Context: an optimization exercise on an open-source flow, tuned for small area and a short achievable clock period. The choices shown serve that exercise and are no tape-out recipe. Function was checked by simulation only, so behaviour that the tests miss may differ from the original. Power figures rest on the tool's default switching activity, not on a simulated workload.

==> flow/design.v <==
module hfp8_enc_lane (
    input  wire [30:0] a,         
    input  wire        low,       
    input  wire [2:0]  ebits,     
    input  wire [6:0]  ebias,     
    output wire [6:0]  qp,        
    output wire        up,        
    output wire        ovf,       
    output wire        inexact    
);
    wire [7:0]  e   = a[30:23];
    wire        hid = |e;
    wire [7:0]  top = {hid, a[22:16]};           
    wire [8:0]  s1 = {1'b0, e[7:1], e[0] | ~hid} + {2'b00, ebias} + 9'd1;
    wire        e_ge1  = (s1 >= 9'd129);
    wire        normal = (s1 >= 9'd130);
    wire        zero   = (s1 <= {2'b00, 4'b1111, ebits});     
    assign      ovf    = s1[8] | (s1[7] & (|(s1[6:0] >> ebits)));
    wire [2:0]  r   = ebits - 3'd1;
    wire [14:0] wn  = {top, 7'd0} >> r;
    wire [2:0]  v   = ebits - s1[2:0];
    wire [14:0] ws  = {top, 7'd0} >> v;
    wire [6:0]  n      = e_ge1 ? wn[14:8] : zero ? 7'd0 : ws[14:8];
    wire        guard  = e_ge1 ? wn[7]    : !zero && ws[7];
    wire        sticky = low || (e_ge1 ? (|wn[6:0]) : zero ? (|top) : (|ws[6:0]));
    wire [6:0]  mmask = 7'h7F >> ebits;          
    wire [6:0]  qp_n  = (s1[6:0] << (~ebits)) | (wn[14:8] & mmask);
    assign qp      = normal ? qp_n : n;
    assign up      = guard & (sticky | n[0]);
    assign inexact = guard | sticky;
endmodule
module hfp8_dec_lane (
    input  wire [7:0]  b,
    input  wire [5:0]  rh,       
    input  wire [6:0]  nb,       
    output wire [14:0] f
);
    reg [11:0] al;
    integer k;
    always @(*) begin
        al = 12'd0;
        for (k = 0; k < 6; k = k + 1)
            al = al | ({5'd0, b[6:0]} << k) & {12{rh[k]}};
    end
    wire [5:0]  E  = al[11:6];
    wire [5:0]  mt = al[5:0];
    wire        ez = (E == 6'd0);
    reg [2:0] lz;
    always @(*) begin
        casez (mt)
            6'b1?????: lz = 3'd0;
            6'b01????: lz = 3'd1;
            6'b001???: lz = 3'd2;
            6'b0001??: lz = 3'd3;
            6'b00001?: lz = 3'd4;
            6'b000001: lz = 3'd5;
            default:   lz = 3'd6;
        endcase
    end
    wire       sub_norm = ({4'd0, lz} < nb);         
    wire [7:0] exp_n    = {2'b0, E} + {1'b0, nb};
    wire [7:0] exp_s    = sub_norm ? ({1'b0, nb} - {5'd0, lz}) : 8'd0;
    wire [3:0] sh_s     = sub_norm ? ({1'b0, lz} + 4'd1) : nb[3:0];
    wire [5:0] fr_s     = mt << sh_s;
    wire       zero = ez && (mt == 6'd0);
    wire [7:0] expo = ez ? exp_s : exp_n;
    wire [5:0] fr   = ez ? fr_s : mt;
    assign f = zero ? {b[7], 14'd0} : {b[7], expo, fr};
endmodule
module hfp8_codec (
    input  wire         clk,
    input  wire         rst,         
    input  wire         in_valid,
    input  wire         mode,        
    input  wire [2:0]   ebits,
    input  wire [7:0]   ebias,
    input  wire [31:0]  maxpos,      
    input  wire [127:0] din,
    output wire         out_valid,
    output wire         err,
    output wire [127:0] dout
);
    genvar i;
    reg         s1_valid;
    reg         s1_mode;
    reg [2:0]   s1_ebits;
    reg [7:0]   s1_ebias;
    reg [16:0]  s1_max;          
    reg [31:0]  s1_x0;           
    reg [50:0]  s1_x;            
    always @(posedge clk) begin
        if (rst)
            s1_valid <= 1'b0;
        else
            s1_valid <= in_valid;
        s1_mode  <= mode;
        s1_ebits <= ebits;
        s1_ebias <= ebias;
        s1_max   <= {maxpos[31:16], |maxpos[15:0]};
        s1_x0    <= din[31:0];
    end
    generate
        for (i = 1; i < 4; i = i + 1) begin : s1lane
            always @(posedge clk)
                s1_x[17*(i-1) +: 17] <= {din[32*i+16 +: 16], |din[32*i +: 16]};
        end
    endgenerate
    wire [6:0] mq;
    wire       mup, movf, minexact;
    hfp8_enc_lane u_encm (
        .a({s1_max[15:1], 16'd0}), .low(s1_max[0]), .ebits(s1_ebits), .ebias(s1_ebias[6:0]),
        .qp(mq), .up(mup), .ovf(movf), .inexact(minexact)
    );
    wire ebits_ok  = (s1_ebits != 3'd0) && (s1_ebits != 3'd7);
    wire ebias_ok  = (s1_ebias != 8'd0) && !s1_ebias[7];
    wire maxpos_ok = !s1_max[16]
                  && (s1_max[15:0] != 16'd0)
                  && !movf
                  && !((mq == 7'h7F) && minexact);
    wire param_err = !ebits_ok || !ebias_ok || (!s1_mode && !maxpos_ok);
    wire [39:0] s2_d;        
    generate
        for (i = 0; i < 4; i = i + 1) begin : s2lane
            wire [16:0] x = (i == 0) ? {s1_x0[31:16], |s1_x0[15:0]} : s1_x[17*(i-1) +: 17];
            wire [6:0]  qp;
            wire        up, ovf;
            hfp8_enc_lane u_enc (
                .a({x[15:1], 16'd0}), .low(x[0]), .ebits(s1_ebits), .ebias(s1_ebias[6:0]),
                .qp(qp), .up(up), .ovf(ovf), .inexact()
            );
            assign s2_d[10*i +: 10] = s1_mode ? {s1_x0[8*i +: 8], 2'b00} : {x[16], qp, up, ovf};
        end
    endgenerate
    reg         s2_valid;
    reg         s2_mode;
    reg         s2_err;
    reg [5:0]   s2_rh;       
    reg [6:0]   s2_nb;       
    reg [6:0]   s2_mq;
    reg         s2_mup;
    reg [39:0]  s2_lane;
    always @(posedge clk) begin
        if (rst)
            s2_valid <= 1'b0;
        else
            s2_valid <= s1_valid;
        s2_mode  <= s1_mode;
        s2_err   <= param_err;
        s2_rh    <= 6'd1 << (s1_ebits - 3'd1);
        s2_nb    <= ~s1_ebias[6:0];
        s2_mq    <= mq;
        s2_mup   <= mup;
        s2_lane  <= s2_d;
    end
    wire [6:0]  mq1 = s2_mq + 7'd1;
    wire [6:0]  cm  = s2_mup ? mq1 : s2_mq;
    wire [31:0] codes;
    wire [59:0] dec;
    generate
        for (i = 0; i < 4; i = i + 1) begin : s3lane
            wire [9:0] l   = s2_lane[10*i +: 10];
            wire [6:0] qp  = l[8:2];
            wire       up  = l[1];
            wire       ovf = l[0];
            wire [6:0] q   = qp + {6'd0, up};
            wire       gt  = (qp > s2_mq);
            wire       ge  = (qp >= s2_mq);
            wire       gt1 = (qp > mq1);
            wire       sel = ovf || ((up == s2_mup) ? gt : up ? ge : gt1);
            assign codes[8*i +: 8] = {l[9], sel ? cm : q};
            hfp8_dec_lane u_dec (
                .b(l[9:2]), .rh(s2_rh), .nb(s2_nb), .f(dec[15*i +: 15])
            );
        end
    endgenerate
    reg          s3_valid;
    reg          s3_err;
    reg [31:0]   s3_lo;      
    reg [44:0]   s3_hi;      
    always @(posedge clk) begin
        if (rst)
            s3_valid <= 1'b0;
        else
            s3_valid <= s2_valid;
        s3_err <= s2_err;
        s3_lo  <= s2_err ? 32'd0 : s2_mode ? {dec[14:0], 17'd0} : codes;
        s3_hi  <= (s2_mode && !s2_err) ? dec[59:15] : 45'd0;
    end
    assign out_valid = s3_valid;
    assign err       = s3_err;
    assign dout      = {s3_hi[44:30], 17'd0, s3_hi[29:15], 17'd0, s3_hi[14:0], 17'd0, s3_lo};
endmodule
==> flow/run.sh <==
#!/bin/bash
# synth_recipe.tcl (not shown) runs the flow's synth.tcl, then flattens the netlist and writes it again
# the make line also repeats each setting of config.mk as NAME=value (left out here)
make -C /OpenROAD-flow-scripts/flow DESIGN_CONFIG=/design/flow/config.mk WORK_HOME=/design/flow/orfs CLKGATE_MAP_FILE= SYNTH_SCRIPT=/design/flow/synth_recipe.tcl finish
==> flow/config.mk <==
export PLATFORM = sky130hd
export DESIGN_NAME = hfp8_codec
export DESIGN_NICKNAME = hfp8_codec
export VERILOG_FILES = /design/flow/design.v
export SDC_FILE = /design/flow/constraint.sdc
export NUM_CORES = 4
export LEC_CHECK = 0
export ABC_AREA = 1
export CAP_MARGIN = 20
export CORE_MARGIN = 2
export CORE_UTILIZATION = 40
export SETUP_SLACK_MARGIN = 5
export SLEW_MARGIN = 20
==> flow/constraint.sdc <==
create_clock -name core_clock -period 12.0 [get_ports {clk}]
set_input_delay 2.4000 -clock core_clock [delete_from_list [all_inputs] [get_ports {clk}]]
set_output_delay 2.4000 -clock core_clock [all_outputs]
set_load 0.01 [all_outputs]
==> out/results.txt <==
Synth warn - 2
Detailed Route Iter0 Violations - 1786
Mux contribution to synthesized area - 0.467%
Pin count of the biggest net entering global routing - 92
Complex-gate fraction of the synthesized area - 21.0%
Beginning of the worst register-to-register path - s2_rh[0]
Period utilisation layout - 35.0%
Fill count - 5410
Simple-Gate Fraction of Synth Area - 29.4%
RR Endpoint - s3_hi[35]
Die Height - 236 um
Final hold violations - 0
Top FF cell, synth - dfxtp_1
Yosys top cell by area - dfxtp_1
Vias in the first global route - 21.7k
Antenna violations before repair - 0
Arrival @ worst endpoint - 4.73 ns
Nets - 3835
Slew Limit Fails - 0
Most common cell after layout, fill and taps aside - nand2_1
Worst-path maximum fanout - 16
Leak Pwr - 11.5 nW
H-tree Lvls - 1
Clock transition at the registers of the reported paths - 0.06 ns
Power density over the cells - 148 nW/um2
Part of the Yosys area used for sequential elements - 23.9%
Hold Path End - s2_valid
Placer Congestion - 0.975
Ports - 305
Crit. End Element - register
CTS buffer count - 30
CTS tree - built
Clock root buffer - clkbuf_16
Peak VDD IR - 0.000121 V
RSZ-0062 raised after global routing - false
Largest cells by area after synthesis - dfxtp_1 (24%), nand2_1 (15%), ha_1 (10%), o21ai_0 (7.7%), inv_1 (5.6%)
Avg WL per Cell - 17.8 um
Via Count - 22.7k
Die W - 236 um
Count of cells resized by post-cts repair - 0
Worst-Skew Late Latency - 0.60 ns
Achievable Freq - 238 MHz
Syn Inst Count - 3286
Fin Setup TNS - 0 ns
Crit path launch type - register
Hold Path Depth - 2
Post-synthesis xor/xnor area fraction - 2.51%
Initial Utilization - 40.7%
DRT Wirelength - 74600 um
Maxcap violations - 0
Minimum clock period - 4.20 ns
Final HPWL DP - 58900 um
Slew HR - 30.1%
Mapped Avg Cell Area - 6.53 um2
Diode count - 0
Setup Buffers After CTS - 0
Total Power - 3.73 mW
Reg2Reg Setup Slack - 7.80 ns
Critical path required time - 12.52 ns
Fraction of layout cells with a size suffix above 1 - 5.81%
FP Rows - 84
Sink Count - 256
Count of different cell masters after synthesis - 77
GRT Residual Overflow - 0
Min-delay worst type - register to register
Vias/cell - 5.42
Area fraction of the dominant cell type after synthesis - 23.9%
Status - no timing/DRC/antenna violations
Clock skew - 0.0200 ns
Antenna-violating nets left - 0
Commonest non-fill, non-tap cells in the layout - nand2_1 (840), o21ai_0 (332), inv_1 (319)
Input/output buffers - 253
R2R depth - 17
Post-synthesis adder-cell area fraction - 11.7%
Drt pass-1 iters - 6
Yosys reg bits - 256
CTS Hold Buffers Added - 0
Critical setup path kind - register to register
Drc violations - 0
First-pass GRT wire length - 116000 um
Worst-margin pin slew - 1.04 ns
Final setup viols - 0
Clock Path Buffers - 3
Global-route usage over all layers - 26.0%
Netlist Area Pre-Place - 21500 um2
Main combinational cell family by area after synthesis - simple AND/OR/NAND/NOR gates
Area of the core - 52800 um2
Post-synth EDFFs - 0
Area Growth Syn to Fin - 17.5%
Asr flop ratio synth - 0%
Die area - 55500 um2
Hold Crit Start - s1_valid
## synth_stat cells (12+ instances only)
master    count
nor4_1       38
nand2_1     840
fa_1         18
inv_1       319
inv_2        31
a211oi_1     14
a21oi_1     225
clkbuf_1     55
nor2_1      236
dfxtp_1     256
nor3_1       40
nand3b_1     12
buf_6        15
o211ai_1     39
buf_2        31
buf_4        61
nand3_1     168
o21ai_2      13
or2_2        19
nand4_1      39
o21ai_0     332
xor2_1       47
ha_1        171
o22ai_1      41
nand2_2      15
and2_1       12
nor2_2       12
o21ai_1      29
## metrics by stage
stage | utilization [%] | setup slack, ns | instances | hold slack (ns) | cell area, um2
after CTS | 47.8 | 7.88 | 4181 | 0.412 | 25200
final | 47.8 | 7.80 | 4181 | 0.405 | 25200
after global routing | 47.8 | 7.39 | 4181 | 0.425 | 25200
after global placement | 45.8 | 7.99 | 4127 | 0.397 | 24200
after detailed placement | 45.8 | 7.91 | 4127 | 0.401 | 24200
after floorplan | - | 8.52 | 3336 | 0.329 | 21600
## area by class of cell
type	instances	area (um2)	area share, %
multi-input combinational	2553	14200	56.2
sequential	256	5130	20.4
timing repair buffer	272	2680	10.6
inverter	358	1350	5.35
clock buffer	39	867	3.44
tap	688	861	3.42
clock inverter	15	171	0.680
## metal layers
layer | global-route usage [%] | vias up | share of wire, % | routed length (um)
li1 | - | 11300 | - | -
met4 | 12.0 | 0 | 5.1 | 3770
met1 | 31.1 | 10400 | 42 | 31300
met2 | 46.6 | 823 | 48 | 35900
met5 | 0 | - | 0 | 0
met3 | 2.59 | 199 | 4.7 | 3520
## worst max path at each step
| stage | start | end | depth (start not counted) | slack [ns] |
|---|---|---|---|---|
| 3_5_place_dp | s1_x[26] | s2_lane[21] | 18 | 7.91 |
| 3_3_place_gp | s1_ebits[2] | s2_lane[22] | 13 | 7.99 |
| 6_report | s2_rh[0] | s3_hi[35] | 17 | 7.80 |
| 2_1_floorplan | s1_ebits[0] | s2_lane[31] | 19 | 8.52 |
| 5_1_grt | s1_x[26] | s2_lane[21] | 18 | 7.39 |
| 4_1_cts | s1_x[26] | s2_lane[21] | 18 | 7.88 |
## where the power goes
group	total, mW	leakage (nW)	internal (mW)	switching (mW)
Clock	0.954	0.502	0.571	0.383
Combinational	1.74	8.87	0.611	1.13
Sequential	1.04	2.13	0.928	0.113
## registers in the layout, indices dropped and copies added (netlist names), 3 cells and up
signal	flops
s1_ebias	8
s2_lane	40
s2_nb	7
s2_mq	7
s2_rh	6
s3_lo	32
s3_hi	45
s1_x	51
s1_max	17
s1_ebits	3
s1_x0	32
## kinds of logic (layout without fill, tap and decap cells)
kind of cell,Yosys count,after routing
and+or+nand+nor,1464,1464
DFF,256,256
buffers and inverters,527,684
AOI/OAI and AO/OA,780,780
adders and majority gates,189,189
xor gates and xnor gates,59,59
other,1,51
muxes,10,10
## worst max-delay path, cell delays in order (launching register included)
cell     delay [ns]
dfxtp_1        0.76
inv_4          0.18
o22ai_1        0.58
o21ai_0        0.16
nand2_1        0.10
a21oi_2        0.07
ha_1           0.21
fa_1           0.38
or2_2          0.32
nand2_1        0.09
o21ai_0        0.14
nand2_2        0.16
o21ai_2        0.15
o21ai_0        0.37
nand2_1        0.09
a21oi_1        0.12
o21ai_1        0.10
a21oi_1        0.12

## re-timing with driven ports
No port has a modelled driver above. Below, the same layout with a new extraction and two added sets of constraints.
Step 1: set_driving_cell puts a clkbuf_16 on clk and a buf_2 on each other input, an assumption about the parent block.
Step 2 adds t to the input delays and takes it off the output delays; t is the mean of the earliest and latest rising clock arrival at the registers after step 1. Input paths then give back, and output paths get back, about the clock's delay inside the block.
Slacks: ideal / step 1 / step 2; pairs: ideal / step 1.
shift t [ns]: 0.651
setup slack, ns: 7.795 / 7.795 / 7.795
worst register clock-pin slew, ns: 0.07 / 0.07
After both steps this run still meets setup and hold. The setup slack of this run moves by 0.000 ns with the drivers and by 0.000 ns with both steps.
